From an optimization exercise on the open Yosys and OpenROAD flow, aimed at small area, a short achievable clock period and few clock cycles per item; shortcuts taken in it are not production practice.
Function was checked by simulation only, so behaviour that the tests miss may differ from the original.
Power figures rest on the tool's default switching activity, not on a simulated workload.

[config.mk]
export PLATFORM = sky130hd
export DESIGN_NAME = dsk_decoder
export DESIGN_NICKNAME = dsk_decoder
export VERILOG_FILES = /design/flow/design.v
export SDC_FILE = /design/flow/constraint.sdc
export NUM_CORES = 8
export LEC_CHECK = 0
export ABC_AREA = 1
export CAP_MARGIN = 60
export CORE_MARGIN = 2
export CORE_UTILIZATION = 60
export CTS_BUF_LIST = sky130_fd_sc_hd__clkbuf_16
export CTS_CLUSTER_DIAMETER = 80
export CTS_CLUSTER_SIZE = 30
export PLACE_DENSITY = 0.65
export SLEW_MARGIN = 60
[constraint.sdc]
create_clock -name core_clock -period 25.0 [get_ports {clk}]
set_input_delay 5.0000 -clock core_clock [delete_from_list [all_inputs] [get_ports {clk}]]
set_output_delay 5.0000 -clock core_clock [all_outputs]
set_load 0.01 [all_outputs]
[design.v]
module dsk_decoder (
    input  wire         clk,
    input  wire         rst,
    input  wire         in_valid,
    output wire         in_ready,
    input  wire [183:0] in_key,
    input  wire [4:0]   in_klen,
    output reg          out_valid,
    input  wire         out_ready,
    output reg          out_sign,
    output reg  [1:0]   out_class,
    output reg  [31:0]  out_exp,
    output reg  [5:0]   out_dcnt,
    output reg  [143:0] out_digits,
    output wire [2:0]   out_status,
    output wire [4:0]   out_detail
);
    reg         s0_v;
    reg [183:0] s0_key;
    reg [4:0]   s0_klen;
    reg         s1_v;
    reg         s1_e1;
    reg [3:0]   s1_det1;
    reg         s1_sign;
    reg [1:0]   s1_cls;
    reg         s1_d1;
    reg         s1_adjpos;
    reg [30:0]  s1_ep;
    reg [119:0] s1_dec;
    reg [3:0]   s1_g;
    reg [6:0]   s1_ke;
    reg         s1_e2;
    reg [3:0]   s1_det2;
    reg         s1_tail;
    wire         a_e1;
    wire [3:0]   a_det1;
    wire         a_sign;
    wire [1:0]   a_cls;
    wire         a_d1;
    wire         a_adjpos;
    wire [30:0]  a_ep;
    wire [119:0] a_dec;
    wire [3:0]   a_g;
    wire [6:0]   a_ke;
    wire         a_e2;
    wire [3:0]   a_det2;
    wire         a_tail;
    dsk_stage_a sa (
        .key(s0_key), .klen(s0_klen),
        .e1(a_e1), .det1(a_det1), .sign(a_sign), .cls(a_cls), .d1(a_d1),
        .adjpos(a_adjpos), .ep(a_ep), .dec(a_dec), .g(a_g), .ke(a_ke),
        .e2(a_e2), .det2(a_det2), .tail(a_tail)
    );
    wire         b_sign;
    wire [1:0]   b_cls;
    wire [31:0]  b_exp;
    wire [5:0]   b_dcnt;
    wire [143:0] b_digits;
    wire         b_status;
    wire [3:0]   b_detail;
    dsk_stage_b sb (
        .e1(s1_e1), .det1(s1_det1), .sign_in(s1_sign), .cls_in(s1_cls), .d1(s1_d1),
        .adjpos(s1_adjpos), .ep(s1_ep), .dec(s1_dec), .g(s1_g), .ke(s1_ke),
        .e2(s1_e2), .det2(s1_det2), .tail(s1_tail),
        .sign(b_sign), .cls(b_cls), .exp(b_exp), .dcnt(b_dcnt),
        .digits(b_digits), .status(b_status), .detail(b_detail)
    );
    reg         out_st;
    reg [3:0]   out_det;
    reg         sk_v;
    reg         sk_sign;
    reg [1:0]   sk_cls;
    reg [31:0]  sk_exp;
    reg [5:0]   sk_dcnt;
    reg [143:0] sk_digits;
    reg         sk_st;
    reg [3:0]   sk_det;
    assign out_status = {2'b00, out_st};
    assign out_detail = {1'b0, out_det};
    reg  ovn;                           
    reg  rdy;                           
    wire adv  = ~sk_v;                  
    assign in_ready = rdy;
    always @(posedge clk) begin
        if (adv) begin
            s0_key    <= in_key;
            s0_klen   <= in_klen;
            s1_e1     <= a_e1;
            s1_det1   <= a_det1;
            s1_sign   <= a_sign;
            s1_cls    <= a_cls;
            s1_d1     <= a_d1;
            s1_adjpos <= a_adjpos;
            s1_ep     <= a_ep;
            s1_dec    <= a_dec;
            s1_g      <= a_g;
            s1_ke     <= a_ke;
            s1_e2     <= a_e2;
            s1_det2   <= a_det2;
            s1_tail   <= a_tail;
            sk_sign   <= b_sign;
            sk_cls    <= b_cls;
            sk_exp    <= b_exp;
            sk_dcnt   <= b_dcnt;
            sk_digits <= b_digits;
            sk_st     <= b_status;
            sk_det    <= b_detail;
        end
        if (out_ready || ovn) begin
            out_sign   <= sk_v ? sk_sign   : b_sign;
            out_class  <= sk_v ? sk_cls    : b_cls;
            out_exp    <= sk_v ? sk_exp    : b_exp;
            out_dcnt   <= sk_v ? sk_dcnt   : b_dcnt;
            out_st     <= sk_v ? sk_st     : b_status;
            out_det    <= sk_v ? sk_det    : b_detail;
            out_digits[143:112] <= sk_v ? sk_digits[143:112] : b_digits[143:112];
        end
        if (out_ready || (ovn && !sk_v))
            out_digits[111:56] <= sk_v ? sk_digits[111:56] : b_digits[111:56];
        if (out_ready || (ovn && rdy))
            out_digits[55:0] <= sk_v ? sk_digits[55:0] : b_digits[55:0];
    end
    always @(posedge clk) begin
        if (rst) begin
            s0_v      <= 1'b0;
            s1_v      <= 1'b0;
            out_valid <= 1'b0;
            ovn       <= 1'b1;
            sk_v      <= 1'b0;
            rdy       <= 1'b1;
        end else if (sk_v) begin
            if (out_ready) begin
                sk_v <= 1'b0;
                rdy  <= 1'b1;
            end
        end else begin
            s0_v <= in_valid;
            s1_v <= s0_v;
            if (ovn || out_ready) begin
                out_valid <= s1_v;
                ovn       <= ~s1_v;
            end
            else begin
                sk_v <= s1_v;
                rdy  <= ~s1_v;
            end
        end
    end
endmodule
module dsk_add3 (
    input  wire [3:0] i,
    output wire [3:0] o
);
    wire ge5 = i[3] | (i[2] & (i[1] | i[0]));
    assign o[3] = ge5;
    assign o[2] = (~ge5 & i[2]) | (i[3] & i[0]);
    assign o[1] = (~ge5 & i[1]) | (i[2] & i[1] & i[0]) | (i[3] & ~i[0]);
    assign o[0] = i[0] ^ ge5;
endmodule
module dsk_bcd10 (
    input  wire [9:0]  v,
    output wire [11:0] d
);
    wire [3:0] a1, a2, a3, a4, a5, a6, a7;
    wire [3:0] b1, b2, b3, b4;
    dsk_add3 c1 (.i({1'b0, v[9:7]}),  .o(a1));
    dsk_add3 c2 (.i({a1[2:0], v[6]}), .o(a2));
    dsk_add3 c3 (.i({a2[2:0], v[5]}), .o(a3));
    dsk_add3 c4 (.i({a3[2:0], v[4]}), .o(a4));
    dsk_add3 c5 (.i({a4[2:0], v[3]}), .o(a5));
    dsk_add3 c6 (.i({a5[2:0], v[2]}), .o(a6));
    dsk_add3 c7 (.i({a6[2:0], v[1]}), .o(a7));
    dsk_add3 t1 (.i({1'b0, a1[3], a2[3], a3[3]}), .o(b1));
    dsk_add3 t2 (.i({b1[2:0], a4[3]}), .o(b2));
    dsk_add3 t3 (.i({b2[2:0], a5[3]}), .o(b3));
    dsk_add3 t4 (.i({b3[2:0], a6[3]}), .o(b4));
    assign d[3:0]  = {a7[2:0], v[0]};
    assign d[7:4]  = {b4[2:0], a7[3]};
    assign d[11:8] = {b1[3], b2[3], b3[3], b4[3]};
endmodule
module dsk_stage_a (
    input  wire [183:0] key,
    input  wire [4:0]   klen,
    output wire         e1,         
    output wire [3:0]   det1,
    output wire         sign,
    output wire [1:0]   cls,
    output wire         d1,         
    output wire         adjpos,     
    output wire [30:0]  ep,         
    output wire [119:0] dec,        
    output wire [3:0]   g,          
    output reg  [6:0]   ke,         
    output wire         e2,         
    output wire [3:0]   det2,
    output wire         tail        
);
    integer i, j;
    genvar gk;
    wire [7:0] b0   = key[183:176];
    wire       tbit = key[180];
    wire [29:0] rb;                
    generate
        for (gk = 0; gk < 30; gk = gk + 1) begin : g_rb
            assign rb[gk] = key[179 - gk];
        end
    endgenerate
    reg [30:0] po, pz;             
    reg [29:0] o1, o2, o4, o8, z1, z2, z4, z8;
    always @* begin
        for (i = 0; i < 30; i = i + 1) begin o1[i] = rb[i]; z1[i] = ~rb[i]; end
        for (i = 0; i < 30; i = i + 1) begin
            o2[i] = (i >= 1) ? o1[i] & o1[i - 1] : o1[i];
            z2[i] = (i >= 1) ? z1[i] & z1[i - 1] : z1[i];
        end
        for (i = 0; i < 30; i = i + 1) begin
            o4[i] = (i >= 2) ? o2[i] & o2[i - 2] : o2[i];
            z4[i] = (i >= 2) ? z2[i] & z2[i - 2] : z2[i];
        end
        for (i = 0; i < 30; i = i + 1) begin
            o8[i] = (i >= 4) ? o4[i] & o4[i - 4] : o4[i];
            z8[i] = (i >= 4) ? z4[i] & z4[i - 4] : z4[i];
        end
        po[0] = 1'b1; pz[0] = 1'b1;
        for (i = 0; i < 30; i = i + 1) begin
            po[i + 1] = (i >= 8) ? o8[i] & o8[i - 8] : o8[i];
            pz[i + 1] = (i >= 8) ? z8[i] & z8[i - 8] : z8[i];
        end
        for (i = 16; i < 30; i = i + 1) begin
            po[i + 1] = po[i + 1] & po[i - 15];
            pz[i + 1] = pz[i + 1] & pz[i - 15];
        end
    end
    wire [30:0] pre;               
    wire [29:0] ft;                
    generate
        for (gk = 0; gk < 31; gk = gk + 1) begin : g_pre
            assign pre[gk] = tbit ? po[gk] : pz[gk];
        end
        for (gk = 0; gk < 30; gk = gk + 1) begin : g_ft
            assign ft[gk] = tbit ? (po[gk] & ~rb[gk]) : (pz[gk] & rb[gk]);
        end
    endgenerate
    reg [4:0] u;                   
    reg [4:0] uc;                  
    reg [5:0] uq;                  
    reg [4:0] ur;                  
    always @* begin
        u = 5'd0;
        uq = 6'd0;
        ur = 5'd0;
        for (i = 0; i < 30; i = i + 1) begin
            u = u | ({5{ft[i]}} & i[4:0]);
            uq[i / 5] = uq[i / 5] | ft[i];
            ur[i % 5] = ur[i % 5] | ft[i];
        end
        uc = 5'd0;
        for (i = 1; i <= 30; i = i + 1)
            uc = uc | ({5{pre[i] & ((i == 30) ? 1'b1 : ~pre[i + 1])}} & i[4:0]);
    end
    reg [22:0] lsel;               
    always @* begin
        for (i = 0; i < 23; i = i + 1)
            lsel[i] = (klen == i + 1);
    end
    wire L0   = (klen == 5'd0);
    wire L1   = lsel[0];
    wire Lbig = (klen > 5'd23);
    wire run_trunc = (lsel[1] & pre[12]) | (lsel[2] & pre[20]) | (lsel[3] & pre[28]);
    wire run_long  = pre[30];
    reg [4:0] qa;
    reg [4:0] ra;                  
    always @* begin
        qa = 5'd0;
        ra = 5'd0;
        for (i = 2; i < 24; i = i + 1)
            if (klen == i) begin
                qa = (4 * i - 3) / 5;
                ra[(4 * i - 3) % 5] = 1'b1;
            end
    end
    reg borrow;
    reg [4:0] r5;                  
    always @* begin
        borrow = 1'b0;
        r5 = 5'd0;
        for (i = 0; i < 5; i = i + 1)
            for (j = 0; j < 5; j = j + 1) begin
                if (i < j) borrow = borrow | (ra[i] & ur[j]);
                r5[(i - j + 5) % 5] = r5[(i - j + 5) % 5] | (ra[i] & ur[j]);
            end
    end
    reg [5:0] gq0 [0:5];
    reg [5:0] gq1 [0:5];
    reg [5:0] gsel;
    always @* begin
        gsel = 6'd0;
        for (i = 0; i < 6; i = i + 1) begin
            gq0[i] = {1'b0, qa} - i;
            gq1[i] = {1'b0, qa} - i - 1;
            gsel = gsel | ({6{uq[i]}} & (borrow ? gq1[i] : gq0[i]));
        end
    end
    wire pay_trunc = gsel[5];
    wire g_zero    = (gsel == 6'd0);
    wire g_many    = (gsel[4:0] > 5'd12);
    assign g = gsel[3:0];
    wire [207:0] z = {28'd0, key[179:0]};
    wire [179:0] s4;
    wire [163:0] s3;
    wire [155:0] s2;
    wire [151:0] s1;
    wire [149:0] xv;
    generate
        for (gk = 0; gk < 180; gk = gk + 1) begin : a4
            wire sel = (gk < 90) ? u[4] : uc[4];
            if (gk + 32 <= 207)
                assign s4[179 - gk] = sel ? z[207 - gk - 32] : z[207 - gk];
            else
                assign s4[179 - gk] = ~sel & z[207 - gk];
        end
        for (gk = 0; gk < 164; gk = gk + 1) begin : a3
            wire sel = (gk < 82) ? u[3] : uc[3];
            assign s3[163 - gk] = sel ? s4[179 - gk - 16] : s4[179 - gk];
        end
        for (gk = 0; gk < 156; gk = gk + 1) begin : a2
            wire sel = (gk < 78) ? u[2] : uc[2];
            assign s2[155 - gk] = sel ? s3[163 - gk - 8] : s3[163 - gk];
        end
        for (gk = 0; gk < 152; gk = gk + 1) begin : a1
            wire sel = (gk < 76) ? u[1] : uc[1];
            assign s1[151 - gk] = sel ? s2[155 - gk - 4] : s2[155 - gk];
        end
        for (gk = 0; gk < 150; gk = gk + 1) begin : a0
            assign xv[149 - gk] = u[0] ? s1[151 - gk - 2] : s1[151 - gk];
        end
    endgenerate
    assign dec = xv[119:0];
    assign ep[0] = xv[120] ^ ~tbit;
    generate
        for (gk = 1; gk < 31; gk = gk + 1) begin : g_ep
            if (gk < 30)
                assign ep[gk] = (pre[gk] & (xv[120 + gk] ^ ~tbit)) | ft[gk - 1];
            else
                assign ep[gk] = ft[gk - 1];
        end
    endgenerate
    assign adjpos = key[183] ~^ tbit;
    always @* begin
        ke = 7'd0;
        for (i = 1; i <= 12; i = i + 1)
            if (gsel[3:0] == i) ke = adjpos ? (7'd0 - 3 * i - 1) : (7'd4 - 3 * i);
    end
    reg [2:0] lastp;               
    always @* begin
        lastp = 3'd0;
        for (i = 0; i < 23; i = i + 1)
            lastp = lastp | ({3{lsel[i]}} & {|key[181 - 8*i -: 2], |key[179 - 8*i -: 2], |key[177 - 8*i -: 2]});
    end
    assign tail = (~r5[0] & lastp[0]) | ((r5[2] | r5[3] | r5[4]) & lastp[1]) |
                  ((r5[3] | r5[4]) & lastp[2]);
    reg       r_e1;
    reg [3:0] r_det1;
    reg       r_sign;
    reg [1:0] r_cls;
    reg       r_d1;
    always @* begin
        r_e1   = 1'b1;
        r_det1 = 4'd0;
        r_sign = 1'b0;
        r_cls  = 2'd0;
        r_d1   = 1'b0;
        if (L0)
            r_det1 = 4'd1;
        else if (Lbig)
            r_det1 = 4'd14;
        else if (L1) begin
            case (b0)
                8'h00: begin r_sign = 1'b1; r_cls = 2'd1; end
                8'h40: begin r_sign = 1'b1; r_d1 = 1'b1; end
                8'h80: begin r_d1 = 1'b1; end
                8'hC0: begin r_cls = 2'd1; end
                8'hE0: begin r_cls = 2'd2; end
                default: r_det1 = 4'd2;
            endcase
        end
        else if (b0[6])
            r_det1 = 4'd3;
        else if (b0[5])
            r_det1 = 4'd4;
        else if (b0[7:2] == 6'b100011 || b0[7:2] == 6'b000100)
            r_det1 = 4'd5;
        else if (run_trunc)
            r_det1 = 4'd6;
        else if (run_long)
            r_det1 = 4'd7;
        else if (pay_trunc)
            r_det1 = 4'd6;
        else begin
            r_e1   = 1'b0;
            r_sign = ~key[183];
        end
    end
    assign e1   = r_e1;
    assign det1 = r_det1;
    assign sign = r_sign;
    assign cls  = r_cls;
    assign d1   = r_d1;
    assign e2   = g_zero | g_many | r5[4];
    assign det2 = g_zero ? 4'd6 : g_many ? 4'd9 : 4'd10;
endmodule
module dsk_stage_b (
    input  wire         e1,
    input  wire [3:0]   det1,
    input  wire         sign_in,
    input  wire [1:0]   cls_in,
    input  wire         d1,
    input  wire         adjpos,
    input  wire [30:0]  ep,
    input  wire [119:0] dec,
    input  wire [3:0]   g,
    input  wire [6:0]   ke,
    input  wire         e2,
    input  wire [3:0]   det2,
    input  wire         tail,
    output wire         sign,
    output wire [1:0]   cls,
    output wire [31:0]  exp,
    output wire [5:0]   dcnt,
    output wire [143:0] digits,
    output wire         status,
    output wire [3:0]   detail
);
    integer i;
    genvar gk;
    wire neg = sign_in;            
    reg [11:0] gvalid, glast;
    always @* begin
        for (i = 0; i < 12; i = i + 1) begin
            gvalid[i] = (g > i);
            glast[i]  = (g == i + 1);
        end
    end
    localparam [28:0] EREM = 29'd463129089;
    reg lo_gt, lo_eq;
    always @* begin
        lo_gt = 1'b0;
        lo_eq = 1'b1;
        for (i = 28; i >= 0; i = i - 1) begin
            if (!EREM[i]) lo_gt = lo_gt | (lo_eq & ep[i]);
            lo_eq = lo_eq & (ep[i] == EREM[i]);
        end
    end
    wire exp_large = ep[30] | (ep[29] & lo_gt);
    wire [5:0]  g3 = {g, 1'b0} + {2'b0, g};
    wire [31:0] xe = adjpos ? {1'b0, ep} : ~{1'b0, ep};
    wire [7:0]  lo = {1'b0, xe[6:0]} + {1'b0, ke};
    wire [24:0] xh = xe[31:7];
    reg  [24:0] pa1, pa2, pa4, pa8, pa16, pz1, pz2, pz4, pz8, pz16;
    reg  [24:0] allone, allzero;   
    always @* begin
        for (i = 0; i < 25; i = i + 1) begin pa1[i] = xh[i]; pz1[i] = ~xh[i]; end
        for (i = 0; i < 25; i = i + 1) begin
            pa2[i] = (i >= 1) ? pa1[i] & pa1[i - 1] : pa1[i];
            pz2[i] = (i >= 1) ? pz1[i] & pz1[i - 1] : pz1[i];
        end
        for (i = 0; i < 25; i = i + 1) begin
            pa4[i] = (i >= 2) ? pa2[i] & pa2[i - 2] : pa2[i];
            pz4[i] = (i >= 2) ? pz2[i] & pz2[i - 2] : pz2[i];
        end
        for (i = 0; i < 25; i = i + 1) begin
            pa8[i] = (i >= 4) ? pa4[i] & pa4[i - 4] : pa4[i];
            pz8[i] = (i >= 4) ? pz4[i] & pz4[i - 4] : pz4[i];
        end
        for (i = 0; i < 25; i = i + 1) begin
            pa16[i] = (i >= 8) ? pa8[i] & pa8[i - 8] : pa8[i];
            pz16[i] = (i >= 8) ? pz8[i] & pz8[i - 8] : pz8[i];
        end
        allone[0] = 1'b1; allzero[0] = 1'b1;
        for (i = 1; i < 25; i = i + 1) begin
            allone[i]  = (i >= 17) ? pa16[i - 1] & pa16[i - 17] : pa16[i - 1];
            allzero[i] = (i >= 17) ? pz16[i - 1] & pz16[i - 17] : pz16[i - 1];
        end
    end
    reg [24:0] hi;
    always @* begin
        for (i = 0; i < 25; i = i + 1)
            hi[i] = xh[i] ^ (ke[6] ? (~lo[7] & allzero[i]) : (lo[7] & allone[i]));
    end
    wire [31:0] fexp = {hi, lo[6:0]};
    reg [9:0] v [0:11];
    always @* begin
        for (i = 0; i < 12; i = i + 1)
            v[i] = dec[119 - 10*i -: 10];
    end
    reg bad_declet, zero_last;
    always @* begin
        bad_declet = 1'b0;
        zero_last  = 1'b0;
        for (i = 0; i < 12; i = i + 1) begin
            bad_declet = bad_declet | (gvalid[i] & (&v[i][9:5]) & (v[i][4] | v[i][3]));
            zero_last  = zero_last | (glast[i] & ~(|v[i]));
        end
    end
    localparam [9:0] C99 = 10'd99, C899 = 10'd899, C900 = 10'd900;
    reg gt99, gt899, gt900, eq99, eq899, eq900;
    always @* begin
        gt99 = 1'b0; gt899 = 1'b0; gt900 = 1'b0;
        eq99 = 1'b1; eq899 = 1'b1; eq900 = 1'b1;
        for (i = 9; i >= 0; i = i - 1) begin
            if (!C99[i])  gt99  = gt99  | (eq99  & v[0][i]);
            if (!C899[i]) gt899 = gt899 | (eq899 & v[0][i]);
            if (!C900[i]) gt900 = gt900 | (eq900 & v[0][i]);
            eq99  = eq99  & (v[0][i] == C99[i]);
            eq899 = eq899 & (v[0][i] == C899[i]);
            eq900 = eq900 & (v[0][i] == C900[i]);
        end
    end
    wire lead_bad = neg ? (glast[0] ? gt900 : gt899) : ~gt99;
    wire ok = ~e1 & ~exp_large & ~e2 & ~bad_declet & ~tail & ~zero_last & ~lead_bad;
    wire [143:0] fd;
    generate
        for (gk = 0; gk < 12; gk = gk + 1) begin : g_dig
            wire [9:0]  w = neg ? (10'd999 - v[gk] + {9'd0, glast[gk]}) : v[gk];
            wire [11:0] bd;
            dsk_bcd10 u_bcd (.v(w), .d(bd));
            wire en = gvalid[gk] & ok;
            assign fd[12*gk + 3 -: 4]  = {4{en}} & bd[11:8];
            assign fd[12*gk + 7 -: 4]  = {4{en}} & bd[7:4];
            assign fd[12*gk + 11 -: 4] = {4{en}} & bd[3:0];
        end
    endgenerate
    reg [3:0] r_det;
    always @* begin
        if (e1)               r_det = det1;
        else if (exp_large)   r_det = 4'd8;
        else if (e2)          r_det = det2;
        else if (bad_declet)  r_det = 4'd11;
        else if (tail)        r_det = 4'd10;
        else if (zero_last)   r_det = 4'd12;
        else if (lead_bad)    r_det = 4'd13;
        else                  r_det = 4'd0;
    end
    assign detail = r_det;
    assign status = (r_det != 4'd0);
    assign sign   = (e1 | ok) & sign_in;
    assign cls    = cls_in;
    assign exp    = {32{ok}} & fexp;
    assign dcnt   = ok ? g3 : {5'd0, d1};
    assign digits = fd;
endmodule
[flow/run.sh]
#!/bin/bash
# The standard layout (the standard.sh, standard synthesis included), with
# plain buffers on the ports instead of the default port buffer cell.
set -euo pipefail
bash standard.sh "BUFFER_PORTS_ARGS=-buffer_cell sky130_fd_sc_hd__buf_1" finish > standard_flow.log 2>&1
[standard.sh]
#!/bin/bash
# synth_recipe.tcl (not shown) runs the flow's synth.tcl, then flattens the netlist and writes it again
# the make line also repeats each setting of config.mk as NAME=value (left out here)
make -C /OpenROAD-flow-scripts/flow DESIGN_CONFIG=/design/flow/config.mk WORK_HOME=/design/flow/orfs CLKGATE_MAP_FILE= SYNTH_SCRIPT=/design/flow/synth_recipe.tcl "${@:-finish}"
==> results of run 1 <==
-- worst register-to-register path, delay by kind of cell, from the launching register on --
| family | cells | cell delay [ps] |
|---|---|---|
| buf+inv | 4 | 1500 |
| xor+xnor | 1 | 310 |
| flops | 1 | 500 |
| compound gates | 6 | 1030 |
| simple gates | 14 | 2350 |
-- layout by cell type (no fill, tap or decap), types with 37 or more instances in the layout --
cell,n
nand2_1,2476
inv_1,911
edfxtp_1,701
nand3_1,536
o21ai_0,479
nor2_1,421
buf_1,384
o21ai_1,353
a21oi_1,144
mux2i_1,141
xor2_1,127
nand4_1,95
nor3_1,70
ha_1,60
inv_2,52
dfxtp_1,51
o211ai_1,39
clkbuf_16,37
-- path summary, 6_finish.rpt --
check	endpoint	slack, ps	cells past startpoint
worst min register to register	sk_exp[31]	470	2
worst min-delay path	sk_exp[31]	470	2
worst max-delay path	out_digits[111]	18750	1
worst max register to register	s1_ep[7]	19060	25
-- cells by family after synthesis --
kind of cell / after synthesis / synth area share
flops: 753 / 0.419
fa+ha+maj: 62 / 0.0150
xor+xnor: 151 / 0.0254
buf+inv: 1201 / 0.0897
mux: 142 / 0.0270
simple gates: 3823 / 0.305
other cells: 1 / 0.0000711
compound gates: 1158 / 0.119
-- power by group --
group	switching (mW)	total (mW)	internal, mW
registers	0.117	1.61	1.49
clock network	0.429	0.721	0.292
logic	2.44	3.44	0.993
-- sequential cells by signal (all words and copies together) (netlist names), 2 cells and up --
signal and cells:
out_digits 144, out_class 2, out_det 4, s0_key 184
s1_det1 4, sk_exp 32, s0_klen 5, s1_det2 4
s1_ke 7, out_exp 32, s1_ep 31, s1_g 4
s1_cls 2, s1_dec 120, out_dcnt 6, sk_dcnt 6
sk_digits 144, sk_det 4, sk_cls 2
-- layer usage --
metal,share of wire,GRT usage,up-vias
li1,-,-,24500
met1,0.41,0.484,23200
met2,0.45,0.592,2350
met3,0.079,0.0486,429
met4,0.060,0.186,2
met5,0.000053,0,-
-- layout make-up --
cell class,instances,area (µm²)
Fill cell,7641,30200
Multi-Input combinational cell,5339,26200
Sequential cell,753,22100
Inverter,969,3680
Timing Repair Buffer,430,2050
Tap cell,1155,1450
Clock buffer,37,926
Clock inverter,26,298
==> results_dict.tcl, run 1 <==
set metrics [dict create \
    cts.sinks 753 \
    critPathLaunchType "register" \
    wirelength_um 170000 \
    clk_pin_slew_ps 100 \
    antenna_found_initial 1 \
    ant_nets 0 \
    worst_setup_path_end_kind "primary output" \
    ys_types 77 \
    final_nets 7785 \
    cts_tree "built" \
    worst_slew_pin_slew_ps 613 \
    max_stage_delay_ps 470 \
    die_y_um 301 \
    min_path_type "reg -> reg" \
    fin_area_um2 56700 \
    ys_ff_latch 753 \
    critPathKind "reg -> out" \
    post_cts_buffers 0 \
    clock_skew_ps 33.8 \
    fin_ws_ps 18750 \
    synth_common_cells "nand2_1 (2479), inv_1 (910), edfxtp_1 (701)" \
    route.detailed.drc 0 \
    max_cap_violations 0 \
    worstHoldStart "sk_exp[31]" \
    drt_iter0_markers 5463 \
    insertion_delay_ps 630 \
    globalplace.congestion 1.10 \
    r2r_start "s0_key[178]" \
    dpl_cell_area_um2 55300 \
    yosysMostFrequentCell "nand2_1" \
    slew_viol_final 0 \
    rsz0062_at_grt "false" \
    fin_cells 8709 \
    crit_start "out_digits[111]" \
    power.leakage_nw 26.9 \
    cts_htree_levels 2 \
    syn-cell-area_um2 52800 \
    num_antenna_cells 0 \
    wl_per_cell_um 19.5 \
    drive_gt1_frac 0.0457 \
    dpl.cell_count 8642 \
    dr.pass1.iters 8 \
    grt_pass1_wl_um 258000 \
    fin_crit_sh 0.250 \
    vias_per_cell 5.80 \
    cts_hold_buf 0 \
    synth-seq-area-share 0.419 \
    post-synth-top-area-cell "edfxtp_1" \
    clk_path_buf_depth 3 \
    required_ps 20000 \
    die_x_um 301 \
    syn_avg_cell_area_um2 7.24 \
    peakVddDrop_mv 0.0924 \
    critical_path.max_fanout 1 \
    critical_path.cell_chain "buf_1" \
    vias 50500 \
    start_util 0.607 \
    grt_overflow 0 \
    portBuffers 384 \
    yosysWarnings 6 \
    hpwl_um 134000 \
    core_area_um2 86900 \
    slew_headroom 0.587 \
    finalHoldViolations 0 \
    die_area_um2 90300 \
    holdWs_ps 466 \
    grt_max_degree 136 \
    setup_viol 0 \
    outcome "finished clean" \
    synth_edf_count 701 \
    root_buffer "clkbuf_16" \
    synth_top_area_frac 0.399 \
    cts_resized 0 \
    fin_crit_ps 6250 \
    place_ws_ps 18200 \
    async_reset_ff_frac 0 \
    synthCells 7291 \
    setup-tns-final_ps 0 \
    power_density_nw_per_um2 102 \
    path_buf_inv 1 \
    crit_arrival_ps 1250 \
    final_core_util 0.653 \
    fmax_mhz 160 \
    numCtsBuffers 37 \
    synthTopCellsByArea "edfxtp_1 (40%), nand2_1 (18%), inv_1 (6.5%), nand3_1 (5.1%), o21ai_0 (4.8%)" \
    grtUsageTotal 0.366 \
    power.total_mw 5.76 \
    grt_pass1_vias 46200 \
    crit_family "flip-flops" \
    cp_slowest_cell "edfxtp_1" \
    ios 388 \
    ys.flop_type "edfxtp_1" \
    rows 108 \
    area_growth_pct 7.50 \
]
Testbench counts, summed over its fixed seeds: cycles 16,024, items 16,000.
==> inputs of run 2 (changes only) <==
--- a/config.mk
+++ b/config.mk
@@ -10,3 +10,3 @@
 export CORE_MARGIN = 2
-export CORE_UTILIZATION = 60
+export CORE_UTILIZATION = 55
 export CTS_BUF_LIST = sky130_fd_sc_hd__clkbuf_16
@@ -14,3 +14,3 @@
 export CTS_CLUSTER_SIZE = 30
-export PLACE_DENSITY = 0.65
+export PLACE_DENSITY = 0.7
 export SLEW_MARGIN = 60
==> run 2 against run 1 <==
Setup slack got worse by 48 ps. Clock-buffer cell count up 6. Sequential share of layout area shrank 0.36 points. Power up 1.1%. Register-to-register slack gained 90 ps. Critical path depth did not move. Die area is 9.0% higher. Critical path type unchanged. Largest power group unchanged. Highest routed layer is now met4.
==> results_dict.tcl, run 2 <==
set metrics [dict create \
    globalplace.congestion 1.06 \
    dpl.cell_count 8755 \
    syn-cell-area_um2 52800 \
    cts_hold_buf 0 \
    rsz0062_at_grt "false" \
    die_area_um2 98400 \
    final_common_cell "nand2_1" \
    setup_viol 0 \
    post_cts_buffers 0 \
    setup-tns-final_ps 0 \
    start_util 0.555 \
    ys_types 77 \
    fin_crit_sh 0.252 \
    grt_pass1_vias 45500 \
    synth_top_area_frac 0.399 \
    peakVddDrop_mv 0.0776 \
    outcome "finished clean" \
    async_reset_ff_frac 0 \
    yosysWarnings 6 \
    fmax_mhz 159 \
    wl_per_cell_um 19.4 \
    clk_path_buf_depth 3 \
    grt_overflow 0 \
    ios 388 \
    max_stage_delay_ps 450 \
    cp_num_cells 1 \
    synthCells 7291 \
    cts.sinks 753 \
    worst_setup_path_end_kind "primary output" \
    cts_resized 0 \
    final_nets 7794 \
    antenna_found_initial 0 \
    layout_common_cells "nand2_1 (2476), inv_1 (910), edfxtp_1 (701), nand3_1 (537), o21ai_0 (475)" \
    synth_edf_count 701 \
    ys.flop_type "edfxtp_1" \
    vias_per_cell 5.65 \
    hpwl_um 136000 \
    die_x_um 314 \
    vias 49900 \
    cts_tree "built" \
    numCtsBuffers 42 \
    critical_path.max_fanout 1 \
    drt_iter0_markers 5426 \
    power_density_nw_per_um2 102 \
    portBuffers 384 \
    filler_cell_count 8916 \
    crit_family "flip-flops" \
    die_y_um 314 \
    root_buffer "clkbuf_16" \
    ys_ff_latch 753 \
    largest_reg_flops 184 \
    grt_max_degree 107 \
    cp_slowest_cell "edfxtp_1" \
    rows 113 \
    clk_pin_slew_ps 120 \
    path_buf_inv 1 \
    num_antenna_cells 0 \
    multi_input_area_um2 26200 \
    largest_register "s0_key" \
    finalHoldViolations 0 \
    slew_viol_final 0 \
    fin_crit_ps 6300 \
    critPathLaunchType "register" \
    grtUsageTotal 0.340 \
    yosysMostFrequentCell "nand2_1" \
    final-seq-area_um2 22100 \
    worst_slew_pin_slew_ps 649 \
    power.leakage_nw 27.1 \
    post-synth-top-area-cell "edfxtp_1" \
    holdWs_ps 462 \
    synthTopCellsByArea "edfxtp_1 (40%), nand2_1 (18%), inv_1 (6.5%), nand3_1 (5.1%), o21ai_0 (4.8%)" \
    synth_common_cells "nand2_1 (2479), inv_1 (910), edfxtp_1 (701)" \
    min_path_type "reg -> reg" \
    largest_registers "s0_key: 184 flops, out_digits: 144 flops, sk_digits: 144 flops" \
    area_growth_pct 8.49 \
    clock_skew_ps 46.9 \
    critPathKind "reg -> out" \
    cts_htree_levels 2 \
    ant_nets 0 \
    dr.pass1.iters 8 \
    power.total_mw 5.83 \
    synth-seq-area-share 0.419 \
    grt_pass1_wl_um 261000 \
    fin_cells 8836 \
    route.detailed.drc 0 \
    critical_path.cell_chain "buf_1" \
    wirelength_um 171000 \
    required_ps 20000 \
    syn_avg_cell_area_um2 7.24 \
    worstHoldPathCells 2 \
    core_area_um2 95000 \
    slew_headroom 0.563 \
    drive_gt1_frac 0.0482 \
    crit_arrival_ps 1300 \
    insertion_delay_ps 700 \
    max_cap_violations 0 \
    ff2ff_path_depth 25 \
]
==> run 2: power breakdown <==
part	total, mW	leakage (nW)	switching [mW]	internal (mW)
clock network	0.838	0.751	0.488	0.351
registers	1.61	8.42	0.120	1.49
logic	3.38	17.9	2.39	0.994
total	5.83	27.1	2.99	2.83
==> run 2: routing by layer <==
| layer | track usage | wire (µm) | vias to the layer above |
|---|---|---|---|
| met5 | 0 | 0 | - |
| met3 | 0.0395 | 12300 | 354 |
| li1 | - | - | 24500 |
| met2 | 0.542 | 76600 | 2023 |
| met1 | 0.464 | 72900 | 23000 |
| met4 | 0.166 | 9710 | 0 |
==> run 2: cells by family after synthesis <==
| group | synth area share |
|---|---|
| and+or+nand+nor | 0.305 |
| adders and majority gates | 0.0150 |
| xor gates and xnor gates | 0.0254 |
| muxes | 0.0270 |
| DFF | 0.419 |
| AOI/OAI and AO/OA | 0.119 |
| buffers and inverters | 0.0897 |
| other | 0.0000711 |
==> run 2: worst paths after layout <==
check | startpoint | end | slack, ps
min | sk_exp[30] | sk_exp[30] | 460
max reg2reg | s0_key[179] | s1_ep[17] | 19150
min reg2reg | sk_exp[30] | sk_exp[30] | 460
max | out_digits[120] | out_digits[120] | 18700
==> run 2: cell type report <==
type / count / area share
clock buffers: 43 / 0.0188
inverters: 969 / 0.0640
clock inverters: 33 / 0.00811
flip-flops and latches: 753 / 0.386
multi-input cells: 5339 / 0.458
well taps: 1265 / 0.0277
repair buffers: 434 / 0.0375
==> run 2: metrics by stage <==
step / setup WS (ps) / area (µm²) / util
2_1_floorplan: 9310 / 52800 / -
3_3_place_gp: 18160 / 55100 / 0.579
3_5_place_dp: 18250 / 55500 / 0.584
4_1_cts: 18670 / 57000 / 0.600
5_1_grt: 18660 / 57200 / 0.602
6_report: 18700 / 57200 / 0.602
==> inputs of run 3 (changes only) <==
--- a/config.mk
+++ b/config.mk
@@ -10,6 +10,6 @@
 export CORE_MARGIN = 2
-export CORE_UTILIZATION = 55
+export CORE_UTILIZATION = 60
 export CTS_BUF_LIST = sky130_fd_sc_hd__clkbuf_16
 export CTS_CLUSTER_DIAMETER = 80
-export CTS_CLUSTER_SIZE = 30
+export CTS_CLUSTER_SIZE = 25
 export PLACE_DENSITY = 0.7
==> run 3 against run 2 <==
Still clean on timing, DRC and antenna. Flip-flop and latch count is the same. Non-clock buffer count shrank 3. Clock power shrank 5.7%. Die area shrank 8.2%. Fmax grew 0.53%. Critical path depth is the same. Final cell count shrank 1.3%. Wire length shrank 0.98%. Synthesized cell count is the same. Critical path type unchanged.
==> results_dict.tcl, run 3 <==
set metrics [dict create \
    outcome "finished clean" \
    syn_avg_cell_area_um2 7.24 \
    clk_pin_slew_ps 100 \
    post-synth-top-area-cell "edfxtp_1" \
    power.leakage_nw 27.1 \
    crit_family "flip-flops" \
    cts.sinks 753 \
    critical_path.cell_chain "buf_1" \
    fin_area_um2 56900 \
    yosysMostFrequentCell "nand2_1" \
    core_area_um2 86900 \
    vias 50700 \
    largest_register "s0_key" \
    setup_viol 0 \
    largest_reg_flops 184 \
    cts_htree_levels 2 \
    drive_gt1_frac 0.0471 \
    dr.pass1.iters 8 \
    crit_arrival_ps 1260 \
    yosysWarnings 6 \
    numCtsBuffers 43 \
    hpwl_um 134000 \
    syn-cell-area_um2 52800 \
    reg2reg_slack_ps 19130 \
    peakVddDrop_mv 0.0877 \
    critPathKind "reg -> out" \
    final_common_cell "nand2_1" \
    setup-tns-final_ps 0 \
    critPathLaunchType "register" \
    grt_max_degree 136 \
    area_growth_pct 7.94 \
    synthTopCellsByArea "edfxtp_1 (40%), nand2_1 (18%), inv_1 (6.5%), nand3_1 (5.1%), o21ai_0 (4.8%)" \
    final_nets 7792 \
    finalHoldViolations 0 \
    cts_tree "built" \
    antenna_found_initial 2 \
    globalplace.congestion 1.10 \
    worst_slew_pin_slew_ps 689 \
    cts_hold_buf 0 \
    crit_start "out_digits[111]" \
    r2r_start "s0_key[178]" \
    critical_path.max_fanout 1 \
    dpl_cell_area_um2 55300 \
    holdWs_ps 467 \
    fin_crit_ps 6260 \
    vias_per_cell 5.81 \
    rsz0062_at_grt "false" \
    max_cap_violations 0 \
    clock_skew_ps 35.5 \
    crit_end "out_digits[111]" \
    die_x_um 301 \
    die_y_um 301 \
    ys.flop_type "edfxtp_1" \
    power_density_nw_per_um2 103 \
    fmax_mhz 160 \
    async_reset_ff_frac 0 \
    synth_edf_count 701 \
    dpl.cell_count 8642 \
    post_cts_buffers 0 \
    grt_pass1_vias 46300 \
    synthCells 7291 \
    drt_iter0_markers 5611 \
    grt_overflow 0 \
    route.detailed.drc 0 \
    grt_pass1_wl_um 259000 \
    cp_num_cells 1 \
    cp_slowest_cell "edfxtp_1" \
    synth_top_area_frac 0.399 \
    required_ps 20000 \
    layout_common_cells "nand2_1 (2476), inv_1 (916), edfxtp_1 (701), nand3_1 (536), o21ai_0 (479)" \
    synth-seq-area-share 0.419 \
    slew_viol_final 0 \
    wirelength_um 170000 \
    synth_common_cells "nand2_1 (2479), inv_1 (910), edfxtp_1 (701)" \
    fin_cells 8721 \
    rows 108 \
    largest_registers "s0_key: 184 flops, out_digits: 144 flops, sk_digits: 144 flops" \
    num_antenna_cells 0 \
    path_buf_inv 1 \
    grtUsageTotal 0.367 \
    clk_path_buf_depth 3 \
    min_path_type "reg -> reg" \
    worst_setup_path_end_kind "primary output" \
    die_area_um2 90300 \
    ff2ff_path_depth 25 \
    root_buffer "clkbuf_16" \
    ys_types 77 \
    max_stage_delay_ps 470 \
    rr_endpoint "s1_ep[7]" \
    insertion_delay_ps 640 \
    ios 388 \
    power.total_mw 5.84 \
    cts_resized 0 \
    slew_headroom 0.539 \
    start_util 0.607 \
    ant_nets 0 \
    fin_crit_sh 0.251 \
    portBuffers 384 \
    wl_per_cell_um 19.5 \
    ys_ff_latch 753 \
]
## run 3: cell counts after synthesis
No cell type changed its count.
## run 3: worst min-delay path by stage
stage | start | to | slack, ps | cells after the start
4_1_cts | sk_exp[31] | sk_exp[31] | 470 | 2
3_5_place_dp | sk_exp[31] | sk_exp[31] | 440 | 2
2_1_floorplan | sk_cls[0] | sk_cls[0] | 420 | 2
6_report | sk_exp[31] | sk_exp[31] | 470 | 2
3_3_place_gp | sk_exp[30] | sk_exp[30] | 430 | 2
5_1_grt | sk_exp[31] | sk_exp[31] | 490 | 2
## run 3: per-layer routing
layer	track usage	wire length, µm
met5	0	27
met4	0.181	9910
met3	0.0473	13500
met2	0.596	77000
met1	0.486	69400
## run 3: area by class of cell
class	count	area, µm²
clock buffer	43	1080
clock inverter	31	345
fill	7592	29900
inverter	969	3680
multi-input combinational	5339	26200
sequential	753	22100
tap	1155	1450
timing repair buffer	431	2080
## run 3: cells by family (layout without fill, tap and decap cells)
| family | Yosys count | count (layout) | share of synthesized area |
|---|---|---|---|
| mux | 142 | 142 | 0.0270 |
| other cells | 1 | 3 | 0.0000711 |
| fa+ha+maj | 62 | 62 | 0.0150 |
| flops | 753 | 753 | 0.419 |
| xor+xnor | 151 | 151 | 0.0254 |
| compound gates | 1158 | 1158 | 0.119 |
| simple gates | 3823 | 3823 | 0.305 |
| buf+inv | 1201 | 1474 | 0.0897 |
## run 3: metrics by stage
step	worst slack, ps	util
floorplan	9310	-
global placement	18180	0.632
detailed placement	18200	0.637
CTS	18720	0.653
global route	18710	0.655
finish	18740	0.655
## run 3: power by group
group	internal [mW]	total, mW	switching (mW)	leakage (nW)
sequential	1.49	1.61	0.117	8.42
clock	0.344	0.790	0.446	0.720
combinational	0.993	3.44	2.45	17.9
total	2.83	5.84	3.01	27.1
==> inputs of run 4 (changes only) <==
==> flow/run.sh (replaced) <==
#!/bin/bash
# The standard layout (the standard.sh, standard synthesis included), with
# plain buffers on the ports instead of the default port buffer cell.
set -euo pipefail
bash standard.sh "BUFFER_PORTS_ARGS=-buffer_cell sky130_fd_sc_hd__buf_2" finish > standard_flow.log 2>&1
--- a/config.mk
+++ b/config.mk
@@ -13,3 +13,3 @@
 export CTS_CLUSTER_DIAMETER = 80
-export CTS_CLUSTER_SIZE = 25
+export CTS_CLUSTER_SIZE = 30
 export PLACE_DENSITY = 0.7
==> run 4 against run 3 <==
Still clean on timing, DRC and antenna. Die area unchanged. Flip-flop and latch count unchanged. Core utilization is 0.59 points higher. Sequential power is essentially flat. Combinational power hardly changed. Via count grew 0.87%. Setup slack worse by 14 ps. Wire length grew 1.8%. Fmax shrank 0.23%. Clock power is 0.6% higher. Cell area is 0.91% higher. Largest cell class unchanged. Largest power group unchanged.
==> results_dict.tcl, run 4 <==
set metrics [dict create \
    largest_register "s0_key" \
    fmax_mhz 159 \
    num_antenna_cells 0 \
    post_cts_buffers 0 \
    antenna_found_initial 1 \
    outcome "finished clean" \
    yosysMostFrequentCell "nand2_1" \
    portBuffers 384 \
    synth_edf_count 701 \
    ant_nets 0 \
    clk_pin_slew_ps 110 \
    place_ws_ps 18270 \
    die_x_um 301 \
    clock_skew_ps 43.1 \
    fin_crit_sh 0.251 \
    vias_per_cell 5.87 \
    synthCells 7291 \
    cts_tree "built" \
    power.leakage_nw 28.4 \
    fin_ws_ps 18720 \
    setup-tns-final_ps 0 \
    yosysWarnings 6 \
    grt_pass1_wl_um 262000 \
    synth_common_cells "nand2_1 (2479), inv_1 (910), edfxtp_1 (701)" \
    hpwl_um 136000 \
    min_path_type "reg -> reg" \
    insertion_delay_ps 660 \
    synth_top_area_frac 0.399 \
    grt_overflow 0 \
    largest_registers "s0_key: 184 flops, out_digits: 144 flops, sk_digits: 144 flops" \
    max_cap_violations 0 \
    layout_common_cells "nand2_1 (2476), inv_1 (911), edfxtp_1 (701), nand3_1 (536), o21ai_0 (476)" \
    start_util 0.607 \
    globalplace.congestion 1.08 \
    slew_headroom 0.598 \
    ys.flop_type "edfxtp_1" \
    slew_viol_final 0 \
    syn-cell-area_um2 52800 \
    required_ps 20000 \
    grt_max_degree 110 \
    max_stage_delay_ps 460 \
    rsz0062_at_grt "false" \
    worst_slew_pin_slew_ps 586 \
    path_buf_inv 1 \
    grt_pass1_vias 46500 \
    setup_viol 0 \
    cts_htree_levels 2 \
    cts.sinks 753 \
    holdWs_ps 469 \
    root_buffer "clkbuf_16" \
    drive_gt1_frac 0.0977 \
    power_density_nw_per_um2 102 \
    finalHoldViolations 0 \
    syn_avg_cell_area_um2 7.24 \
    critPathKind "reg -> out" \
    critical_path.cell_chain "buf_2" \
    drt_iter0_markers 5862 \
    ys_ff_latch 753 \
    area_growth_pct 8.92 \
    critPathLaunchType "register" \
    rows 108 \
    dr.pass1.iters 8 \
    critical_path.max_fanout 1 \
    ios 388 \
    die_y_um 301 \
    fin_crit_ps 6280 \
    crit_arrival_ps 1280 \
    vias 51100 \
    die_area_um2 90300 \
    wl_per_cell_um 19.8 \
    route.detailed.drc 0 \
    grtUsageTotal 0.373 \
    crit_family "flip-flops" \
    synthTopCellsByArea "edfxtp_1 (40%), nand2_1 (18%), inv_1 (6.5%), nand3_1 (5.1%), o21ai_0 (4.8%)" \
    core_area_um2 86900 \
    power.total_mw 5.85 \
    fin_area_um2 57500 \
    wirelength_um 173000 \
    synth-seq-area-share 0.419 \
    numCtsBuffers 39 \
    post-synth-top-area-cell "edfxtp_1" \
    worst_setup_path_end_kind "primary output" \
    cp_slowest_cell "edfxtp_1" \
    ys_types 77 \
    cts_resized 0 \
    final_common_cell "nand2_1" \
    cts_hold_buf 0 \
    clk_path_buf_depth 3 \
    final_nets 7791 \
    peakVddDrop_mv 0.0906 \
    async_reset_ff_frac 0 \
    largest_reg_flops 184 \
    dpl_cell_area_um2 55800 \
]
[run 4: cell counts after synthesis]
No cell type changed its count.
[run 4: kinds of logic (layout without fill, tap and decap cells)]
group | Yosys count | after routing | share of synthesized area
and+or+nand+nor | 3823 | 3823 | 0.305
AOI/OAI and AO/OA | 1158 | 1158 | 0.119
xor gates and xnor gates | 151 | 151 | 0.0254
other | 1 | 3 | 0.0000711
adders and majority gates | 62 | 62 | 0.0150
buffers and inverters | 1201 | 1471 | 0.0897
DFF | 753 | 753 | 0.419
muxes | 142 | 142 | 0.0270
[run 4: power breakdown]
part | internal (mW) | switching, mW | leakage, nW
registers | 1.49 | 0.118 | 8.42
logic | 1.00 | 2.45 | 19.3
clock network | 0.334 | 0.461 | 0.686
total | 2.82 | 3.03 | 28.4
[run 4: worst paths after layout]
path / cells after the start / to / slack, ps / start
hold / removal: 2 / sk_cls[0] / 470 / sk_cls[0]
setup reg to reg: 24 / s1_ep[7] / 19160 / s0_key[165]
setup / recovery: 1 / out_digits[111] / 18720 / out_digits[111]
hold reg to reg: 2 / sk_cls[0] / 470 / sk_cls[0]
[run 4: cell type report]
type,count,area (µm²)
clock buffer,39,976
fill,7524,29400
multi-input combinational,5339,26200
inverter,969,3680
tap,1155,1450
clock inverter,29,417
timing repair buffer,434,2630
sequential,753,22100
[run 4: routing by layer]
metal	GRT usage	routed length, µm
met4	0.203	10900
met1	0.496	69700
met5	0	0
met2	0.596	77900
met3	0.0463	14400
[run 4: metrics by stage]
stage | utilization | cells
2_1_floorplan | - | 7293
3_3_place_gp | 0.637 | 8637
3_5_place_dp | 0.642 | 8642
4_1_cts | 0.658 | 8710
5_1_grt | 0.661 | 8718
6_report | 0.661 | 8718
[run 4: worst reg2reg max path, delay by kind of cell (launching register included)]
family / cells / cell delay (ps)
compound gates: 7 / 1490
simple gates: 12 / 2620
xor+xnor: 1 / 220
flops: 1 / 480
buf+inv: 4 / 820
==> inputs of run 5 (changes only) <==
--- a/config.mk
+++ b/config.mk
@@ -10,3 +10,3 @@
 export CORE_MARGIN = 2
-export CORE_UTILIZATION = 60
+export CORE_UTILIZATION = 40
 export CTS_BUF_LIST = sky130_fd_sc_hd__clkbuf_16
@@ -14,3 +14,3 @@
 export CTS_CLUSTER_SIZE = 30
-export PLACE_DENSITY = 0.7
+export PLACE_DENSITY = 0.6
 export SLEW_MARGIN = 60
==> run 5 against run 4 <==
Sequential share of layout area fell by 0.94 points. Setup slack worse by 46 ps. Flip-flop and latch count unchanged. Still clean on timing, DRC and antenna.
==> results_dict.tcl, run 5 <==
set metrics [dict create \
    vias 49100 \
    grt_overflow 0 \
    cts_htree_levels 2 \
    crit_family "flip-flops" \
    setup-tns-final_ps 0 \
    fin_crit_ps 6320 \
    rsz0062_at_grt "false" \
    cp_slowest_cell "edfxtp_1" \
    portBuffers 384 \
    globalplace.congestion 0.999 \
    ys_ff_latch 753 \
    antenna_found_initial 2 \
    holdWs_ps 465 \
    yosysWarnings 6 \
    slew_headroom 0.558 \
    synth_xor_area_frac 0.0254 \
    worstHoldStart "sk_st" \
    place_ws_ps 18020 \
    critical_path.max_fanout 1 \
    clk_path_buf_depth 3 \
    max_stage_delay_ps 450 \
    power.total_mw 5.97 \
    final_nets 7807 \
    wl_per_cell_um 19.4 \
    synth_top_family_by_area "simple AND/OR/NAND/NOR gates" \
    worst_slew_pin_slew_ps 656 \
    critPathKind "reg -> out" \
    rr_endpoint "s1_dec[35]" \
    critPathLaunchType "register" \
    post-synth-top-area-cell "edfxtp_1" \
    layout_common_cells "nand2_1 (2477), inv_1 (908), edfxtp_1 (701), nand3_1 (536), o21ai_0 (474)" \
    multi_input_area_um2 26300 \
    fmax_mhz 158 \
    syn-cell-area_um2 52800 \
    syn_avg_cell_area_um2 7.24 \
    synth_top_area_frac 0.399 \
    rows 133 \
    route.detailed.drc 0 \
    peakVddDrop_mv 0.0699 \
    drt_iter0_markers 4265 \
    hpwl_um 145000 \
    ys_types 77 \
    filler_cell_count 13400 \
    max_cap_violations 0 \
    power_density_nw_per_um2 101 \
    fin_ws_ps 18680 \
    synthMuxAreaShare 0.0270 \
    numCtsBuffers 48 \
    wirelength_um 181000 \
    die_area_um2 135000 \
    grtUsageTotal 0.260 \
    post_cts_buffers 0 \
    die_x_um 367 \
    power.leakage_nw 28.7 \
    final-seq-area_um2 22100 \
    reg2reg_slack_ps 19170 \
    insertion_delay_ps 710 \
    synth_compound_gate_area_share 0.119 \
    slew_viol_final 0 \
    cts_hold_buf 0 \
    start_util 0.402 \
    fin_crit_sh 0.253 \
    synth-seq-area-share 0.419 \
    worst_setup_path_end_kind "primary output" \
    final_common_cell "nand2_1" \
    dr.pass1.iters 8 \
    grt_max_degree 109 \
    vias_per_cell 5.26 \
    worstHoldPathCells 2 \
    area_growth_pct 11.7 \
    synth_edf_count 701 \
    finalHoldViolations 0 \
    die_y_um 367 \
    final_core_util 0.449 \
    core_area_um2 131000 \
    synthSimpleGateAreaFrac 0.305 \
    required_ps 20000 \
    drive_gt1_frac 0.103 \
    hold-path-endpoint "sk_st" \
    synth_common_cells "nand2_1 (2479), inv_1 (910), edfxtp_1 (701)" \
    ff2ff_path_depth 21 \
    synthTopCellsByArea "edfxtp_1 (40%), nand2_1 (18%), inv_1 (6.5%), nand3_1 (5.1%), o21ai_0 (4.8%)" \
    cts_tree "built" \
    cts_resized 0 \
    synth_fa_ha_area_frac 0.0150 \
    outcome "finished clean" \
    cts.sinks 753 \
    grt_pass1_wl_um 272000 \
    synthCells 7291 \
    clk_pin_slew_ps 100 \
    min_path_type "reg -> reg" \
    ios 388 \
    yosysMostFrequentCell "nand2_1" \
    ant_nets 0 \
    ys.flop_type "edfxtp_1" \
    largest_register "s0_key" \
    num_antenna_cells 0 \
    root_buffer "clkbuf_16" \
    async_reset_ff_frac 0 \
    critical_path.cell_chain "buf_2" \
    setup_viol 0 \
    clock_skew_ps 54.2 \
    r2r_start "s0_key[170]" \
    grt_pass1_vias 45400 \
    crit_arrival_ps 1320 \
    largest_registers "s0_key: 184 flops, out_digits: 144 flops, sk_digits: 144 flops" \
    largest_reg_flops 184 \
    path_buf_inv 1 \
]
## run 5: cell types whose count changed in the layout (fill, tap and decap cells not counted), moves of 3 or more
cell       change
nor2_1         -4
inv_4          +3
inv_16         +6
inv_12         +5
nor2_2         +5
clkinv_16      +4
o31ai_1        -3
buf_16         +4
clkbuf_16      +9
inv_1          -3
a211oi_1       -3
o31ai_2        +3
buf_8          +3
## run 5: worst max-delay path by stage
stage                         startpoint              to  slack, ps  depth (start not counted)
final                     out_digits[56]  out_digits[56]      18680                          1
after global routing      out_digits[56]  out_digits[56]      18610                          1
after CTS                 out_digits[56]  out_digits[56]      18580                          1
after detailed placement       out_ready     out_exp[12]      18020                          4
after global placement         out_ready     out_exp[12]      17940                          4
after floorplan                     sk_v       s0_key[0]       9310                          4
## run 5: cells by family after synthesis
group                      Yosys count
DFF                                753
and+or+nand+nor                   3823
xor gates and xnor gates           151
AOI/OAI and AO/OA                 1158
adders and majority gates           62
buffers and inverters             1201
other                                1
muxes                              142
## run 5: area by class of cell
type	instances	area share
Clock buffer	48	0.0204
Clock inverter	41	0.0121
Inverter	969	0.0623
Multi-Input combinational cell	5339	0.446
Sequential cell	753	0.375
Tap cell	1755	0.0373
Timing Repair Buffer	441	0.0467
## run 5: stage by stage
stage               cell area [µm²]  cells
floorplan                     52800   7293
global placement              56200   9240
detailed placement            56600   9247
CTS                           58600   9336
global route                  58900   9346
finish                        58900   9346
## run 5: power by group
part	internal, mW	switching, mW	leakage [nW]	total (mW)
Sequential	1.49	0.124	8.42	1.61
Combinational	1.00	2.39	19.4	3.39
Clock	0.417	0.548	0.904	0.965
## run 5: routing by layer
layer / GRT usage / share of wire / wire length [µm]
met5: 0 / 0.000072 / 13
met4: 0.0783 / 0.033 / 5940
met3: 0.0278 / 0.054 / 9720
met2: 0.422 / 0.45 / 81800
met1: 0.365 / 0.46 / 83500
==> inputs of run 6 (changes only) <==
--- a/config.mk
+++ b/config.mk
@@ -11,5 +11,2 @@
 export CORE_UTILIZATION = 40
-export CTS_BUF_LIST = sky130_fd_sc_hd__clkbuf_16
-export CTS_CLUSTER_DIAMETER = 80
-export CTS_CLUSTER_SIZE = 30
 export PLACE_DENSITY = 0.6
==> run 6 against run 5 <==
Still clean on timing, DRC and antenna. Core utilization is 0.67 points higher. Combinational power about the same. Clock-buffer cell count increased by 61. Die area unchanged. Sequential power hardly changed. Clock skew fell by 4.0 ps. Area after synthesis is the same. Setup slack lost 2.1 ps. Power is 4.7% higher. Via count up 0.85%. Synthesized cell count unchanged. Critical path type unchanged.
==> results_dict.tcl, run 6 <==
set metrics [dict create \
    outcome "finished clean" \
    vias 49500 \
    final_core_util 0.456 \
    drt_iter0_markers 4268 \
    antenna_found_initial 2 \
    clock_skew_ps 50.3 \
    yosysMostFrequentCell "nand2_1" \
    globalplace.congestion 0.999 \
    crit_family "flip-flops" \
    largest_reg_flops 184 \
    power.internal_mw 3.19 \
    yosysWarnings 6 \
    layout_common_cells "nand2_1 (2477), inv_1 (906), edfxtp_1 (701), nand3_1 (536), o21ai_0 (474)" \
    wl_per_cell_um 19.3 \
    die_x_um 367 \
    numCtsBuffers 87 \
    r2r_start "s0_key[170]" \
    synthCells 7291 \
    dpl_cell_area_um2 56600 \
    filler_cell_count 13300 \
    min_path_type "reg -> reg" \
    area_growth_pct 13.3 \
    drive_gt1_frac 0.108 \
    critical_path.cell_chain "buf_2" \
    max_cap_violations 0 \
    grt_overflow 0 \
    pwr-share-clk 0.199 \
    rr_endpoint "s1_dec[21]" \
    async_reset_ff_frac 0 \
    syn-cell-area_um2 52800 \
    vias_per_cell 5.26 \
    core_area_um2 131000 \
    cts_hold_buf 0 \
    fin_crit_sh 0.253 \
    critPathLaunchType "register" \
    fmax_mhz 158 \
    final_nets 7847 \
    ff2ff_path_depth 21 \
    cts_htree_levels 3 \
    root_buffer "clkbuf_16" \
    worstHoldStart "sk_st" \
    ys_types 77 \
    synth_top_area_frac 0.399 \
    power.leakage_nw 29.1 \
    fin_crit_ps 6330 \
    path_buf_inv 1 \
    fin_ws_ps 18670 \
    max_stage_delay_ps 440 \
    ys_ff_latch 753 \
    post-synth-top-area-cell "edfxtp_1" \
    synth-seq-area-share 0.419 \
    worstHoldPathCells 2 \
    reg2reg_slack_ps 19210 \
    critical_path.max_fanout 1 \
    synthTopCellsByArea "edfxtp_1 (40%), nand2_1 (18%), inv_1 (6.5%), nand3_1 (5.1%), o21ai_0 (4.8%)" \
    synth_compound_gate_area_share 0.119 \
    portBuffers 384 \
    cts.sinks 753 \
    slew_headroom 0.559 \
    die_area_um2 135000 \
    hpwl_um 145000 \
    largest_registers "s0_key: 184 flops, out_digits: 144 flops, sk_digits: 144 flops" \
    crit_arrival_ps 1330 \
    post_cts_buffers 0 \
    power.share.switching 0.489 \
    fin_area_um2 59800 \
    synth_common_cells "nand2_1 (2479), inv_1 (910), edfxtp_1 (701)" \
    worst_slew_pin_slew_ps 654 \
    final_common_cell "nand2_1" \
    ios 388 \
    clk_path_buf_depth 3 \
    rsz0062_at_grt "false" \
    required_ps 20000 \
    largest_register "s0_key" \
    cts_tree "built" \
    synth_edf_count 701 \
    syn_avg_cell_area_um2 7.24 \
    place_ws_ps 18020 \
    clk_pin_slew_ps 60 \
    route.detailed.drc 0 \
    synth_top_family_by_area "simple AND/OR/NAND/NOR gates" \
    grt_pass1_wl_um 274000 \
    ys.flop_type "edfxtp_1" \
    setup-tns-final_ps 0 \
    grtUsageTotal 0.263 \
    start_util 0.402 \
    setup_viol 0 \
    worst_setup_path_end_kind "primary output" \
    die_y_um 367 \
    synthMuxAreaShare 0.0270 \
    share_seq_of_total_power 0.259 \
    synth_fa_ha_area_frac 0.0150 \
    finalHoldViolations 0 \
    grt_max_degree 109 \
    power.total_mw 6.25 \
    p_comb_frac 0.543 \
    cp_slowest_cell "edfxtp_1" \
    insertion_delay_ps 720 \
    rows 133 \
    peakVddDrop_mv 0.0599 \
    p_sw_mw 3.06 \
    synthSimpleGateAreaFrac 0.305 \
    grt_pass1_vias 45800 \
    num_antenna_cells 0 \
    wirelength_um 182000 \
    slew_viol_final 0 \
    power_density_nw_per_um2 105 \
    dr.pass1.iters 6 \
    cts_resized 0 \
    critPathKind "reg -> out" \
    hold-path-endpoint "sk_st" \
    synth_xor_area_frac 0.0254 \
    ant_nets 0 \
]
## run 6: cell types whose count changed in the layout (fill, tap and decap cells not counted), moves of 2 or more
| cell | change |
|---|---|
| clkinvlp_4 | +9 |
| clkbuf_8 | +2 |
| clkinv_1 | +12 |
| clkinv_2 | +12 |
| clkinv_16 | -6 |
| inv_12 | -8 |
| bufinv_16 | +2 |
| clkinv_8 | -5 |
| inv_16 | -6 |
| clkbuf_16 | +41 |
| clkbuf_1 | +18 |
| inv_1 | -2 |
## run 6: stage by stage
stage,hold slack (ps),instances
finish,456,9418
global route,486,9418
CTS,460,9407
detailed placement,444,9247
global placement,434,9240
floorplan,418,7293
## run 6: cell type report
type | instances | area (µm²) | share of cell area
multi-input cells | 5339 | 26300 | 0.440
clock inverters | 51 | 442 | 0.00739
repair buffers | 442 | 2780 | 0.0465
well taps | 1755 | 2200 | 0.0367
clock buffers | 109 | 2320 | 0.0388
flip-flops and latches | 753 | 22100 | 0.370
inverters | 969 | 3670 | 0.0614
## run 6: power by group through the flow
stage / logic, mW / clock network (mW) / registers (mW)
floorplan: 2.63 / 0 / 1.57
global placement: 3.19 / 0 / 1.64
detailed placement: 3.33 / 0 / 1.64
CTS: 3.35 / 1.28 / 1.61
global route: 3.90 / 1.32 / 1.62
finish: 3.39 / 1.24 / 1.62
## run 6: worst max-delay path by stage
stage | start | to | slack [ps] | cells after the start
2_1_floorplan | sk_v | s0_key[0] | 9310 | 4
3_3_place_gp | out_ready | out_exp[12] | 17940 | 4
3_5_place_dp | out_ready | out_exp[12] | 18020 | 4
4_1_cts | out_digits[56] | out_digits[56] | 18590 | 1
5_1_grt | out_digits[56] | out_digits[56] | 18610 | 1
6_report | out_digits[56] | out_digits[56] | 18670 | 1
## run 6: cells by family after synthesis
group | after synthesis
other cells | 1
xor+xnor | 151
flops | 753
simple gates | 3823
fa+ha+maj | 62
mux | 142
compound gates | 1158
buf+inv | 1201
## run 6: routing by layer
layer | vias up | GRT usage | wire length [µm] | part of all wire
li1 | 24700 | - | - | -
met1 | 23000 | 0.366 | 83200 | 0.46
met2 | 1601 | 0.424 | 82200 | 0.45
met3 | 285 | 0.0311 | 10300 | 0.056
met4 | 2 | 0.0887 | 6540 | 0.036
met5 | - | 0 | 13 | 0.000071
==> inputs of run 7 (changes only) <==
--- a/config.mk
+++ b/config.mk
@@ -11,2 +11,5 @@
 export CORE_UTILIZATION = 40
+export CTS_BUF_LIST = sky130_fd_sc_hd__clkbuf_8
+export CTS_CLUSTER_DIAMETER = 60
+export CTS_CLUSTER_SIZE = 15
 export PLACE_DENSITY = 0.6
==> run 7 against run 6 <==
Clock-buffer cell count is 28 lower. Area after synthesis is the same. Still clean on timing, DRC and antenna. Synthesized cell count stayed put. Via count decreased by 0.42%. Fmax fell by 2.2%. Non-clock buffer count is 1 lower. Sequential share of layout area grew 0.69 points.
==> results_dict.tcl, run 7 <==
set metrics [dict create \
    synthCells 7291 \
    crit_arrival_ps 1470 \
    grt_pass1_vias 45700 \
    fin_area_um2 58700 \
    post_cts_buffers 0 \
    yosysWarnings 6 \
    cts_hold_buf 0 \
    die_y_um 367 \
    holdWs_ps 461 \
    area_growth_pct 11.2 \
    ios 388 \
    slew_viol_final 0 \
    required_ps 20000 \
    grt_overflow 0 \
    fin_ws_ps 18530 \
    outcome "finished clean" \
    dpl_cell_area_um2 56600 \
    min_path_type "reg -> reg" \
    clock_skew_ps 80.3 \
    syn_avg_cell_area_um2 7.24 \
    numCtsBuffers 79 \
    root_buffer "clkbuf_8" \
    place_ws_ps 18020 \
    synth-seq-area-share 0.419 \
    power.total_mw 5.89 \
    post-synth-top-area-cell "edfxtp_1" \
    largest_reg_flops 184 \
    worst_slew_pin_slew_ps 665 \
    share_seq_of_total_power 0.274 \
    max_cap_violations 0 \
    async_reset_ff_frac 0 \
    power.leakage_nw 28.7 \
    final_core_util 0.448 \
    layout_common_cells "nand2_1 (2477), inv_1 (914), edfxtp_1 (701), nand3_1 (536), o21ai_0 (474)" \
    rows 133 \
    p_sw_mw 3.03 \
    grtUsageTotal 0.263 \
    grt_max_degree 109 \
    start_util 0.402 \
    synthTopCellsByArea "edfxtp_1 (40%), nand2_1 (18%), inv_1 (6.5%), nand3_1 (5.1%), o21ai_0 (4.8%)" \
    filler_cell_count 13400 \
    vias_per_cell 5.25 \
    globalplace.congestion 0.999 \
    critPathKind "reg -> out" \
    p_comb_frac 0.577 \
    cts_resized 0 \
    setup-tns-final_ps 0 \
    slew_headroom 0.552 \
    synth_top_area_frac 0.399 \
    antenna_found_initial 4 \
    die_x_um 367 \
    wirelength_um 182000 \
    clk_path_buf_depth 3 \
    ys.flop_type "edfxtp_1" \
    fin_crit_sh 0.259 \
    power.internal_mw 2.86 \
    final_nets 7838 \
    vias 49300 \
    syn-cell-area_um2 52800 \
    synth_edf_count 701 \
    ys_ff_latch 753 \
    critical_path.max_fanout 1 \
    power.share.switching 0.514 \
    fin_cells 9395 \
    setup_viol 0 \
    cp_slowest_cell "edfxtp_1" \
    core_area_um2 131000 \
    wl_per_cell_um 19.4 \
    largest_register "s0_key" \
    power_density_nw_per_um2 100 \
    dpl.cell_count 9247 \
    max_stage_delay_ps 450 \
    cts_tree "built" \
    insertion_delay_ps 860 \
    finalHoldViolations 0 \
    ys_types 77 \
    rsz0062_at_grt "false" \
    crit_family "flip-flops" \
    cts.sinks 753 \
    route.detailed.drc 0 \
    fin_crit_ps 6470 \
    portBuffers 384 \
    dr.pass1.iters 6 \
    drt_iter0_markers 4266 \
    fmax_mhz 155 \
    pwr-share-clk 0.150 \
    cts_htree_levels 3 \
    worst_setup_path_end_kind "primary output" \
    yosysMostFrequentCell "nand2_1" \
    clk_pin_slew_ps 80 \
    critPathLaunchType "register" \
    final_common_cell "nand2_1" \
    synth_common_cells "nand2_1 (2479), inv_1 (910), edfxtp_1 (701)" \
    ant_nets 0 \
    critical_path.cell_chain "buf_2" \
    grt_pass1_wl_um 273000 \
    largest_registers "s0_key: 184 flops, out_digits: 144 flops, sk_digits: 144 flops" \
    peakVddDrop_mv 0.0553 \
    path_buf_inv 1 \
    drive_gt1_frac 0.107 \
    hpwl_um 145000 \
    die_area_um2 135000 \
]
-- run 7: cell count changes in the layout (fill, tap and decap cells not counted), moves of 2 or more --
cell | before | now
buf_16 | 11 | 9
clkbuf_1 | 18 | 0
clkbuf_16 | 89 | 0
clkbuf_8 | 6 | 85
clkinv_1 | 16 | 7
clkinv_2 | 13 | 6
clkinv_8 | 2 | 11
clkinvlp_4 | 11 | 5
diode_2 | 0 | 2
inv_1 | 906 | 914
inv_6 | 5 | 10
inv_8 | 1 | 5
-- run 7: cell type report --
class	count	area (µm²)	area share
inverters	969	3670	0.0625
clock inverters	55	579	0.00987
well taps	1755	2200	0.0374
diodes	2	5.00	0.0000853
multi-input cells	5339	26300	0.448
flip-flops and latches	753	22100	0.376
clock buffers	81	1110	0.0190
repair buffers	441	2750	0.0468
-- run 7: logic make-up (layout without fill, tap and decap cells) --
logic type,Yosys count,in the layout,share of synthesized area
simple gates,3823,3823,0.305
buf+inv,1201,1546,0.0897
compound gates,1158,1158,0.119
flops,753,753,0.419
xor+xnor,151,151,0.0254
mux,142,142,0.0270
fa+ha+maj,62,62,0.0150
other cells,1,5,0.0000711
-- run 7: per-layer routing --
metal | track usage | up-vias | part of all wire
met5 | 0 | - | 0.000071
met4 | 0.0944 | 2 | 0.037
met3 | 0.0316 | 269 | 0.056
met2 | 0.419 | 1510 | 0.45
met1 | 0.367 | 22900 | 0.46
li1 | - | 24600 | -
-- run 7: power by group through the flow --
stage	Combinational [mW]	Sequential, mW	Clock (mW)
floorplan	2.63	1.57	0
detailed placement	3.33	1.64	0
finish	3.40	1.61	0.881
CTS	3.35	1.61	0.913
global route	3.89	1.62	0.955
global placement	3.19	1.64	0
-- run 7: path summary, 6_finish.rpt --
path / startpoint / endpoint / slack, ps / depth (start not counted)
hold reg to reg: sk_digits[36] / out_digits[36] / 460 / 2
setup / recovery: out_digits[56] / out_digits[56] / 18530 / 1
hold / removal: sk_digits[36] / out_digits[36] / 460 / 2
setup reg to reg: s0_key[170] / s1_dec[35] / 19150 / 21

what the ideal ports hide:
The flow's constraints put no driver on any port. The routed layouts listed below were extracted and timed again, unchanged, in two steps. Step 1 sets driving cells, clkbuf_16 on the clock port and buf_2 on the other inputs (assumed; they add their load-dependent delay and slew). Step 2, shift: input delay + t, output delay - t, t = (earliest + latest rising clock arrival at the registers) / 2. This alone moves slack from input paths to output paths. a / b / c = ideal / step 1 / step 2; a / b = the first two.
run | shift t [ns] | setup slack, ns
run 1 | 0.681 | 18.751 / 18.681 / 18.309
run 2 | 0.748 | 18.702 / 18.627 / 18.158
run 3 | 0.699 | 18.736 / 18.660 / 18.296
run 4 | 0.707 | 18.721 / 18.650 / 18.191
run 5 | 0.767 | 18.676 / 18.596 / 18.552
run 6 | 0.778 | 18.674 / 18.597 / 18.558
run 7 | 0.897 | 18.533 / 18.452 / 18.530
After both steps setup and hold are still met in every run listed.
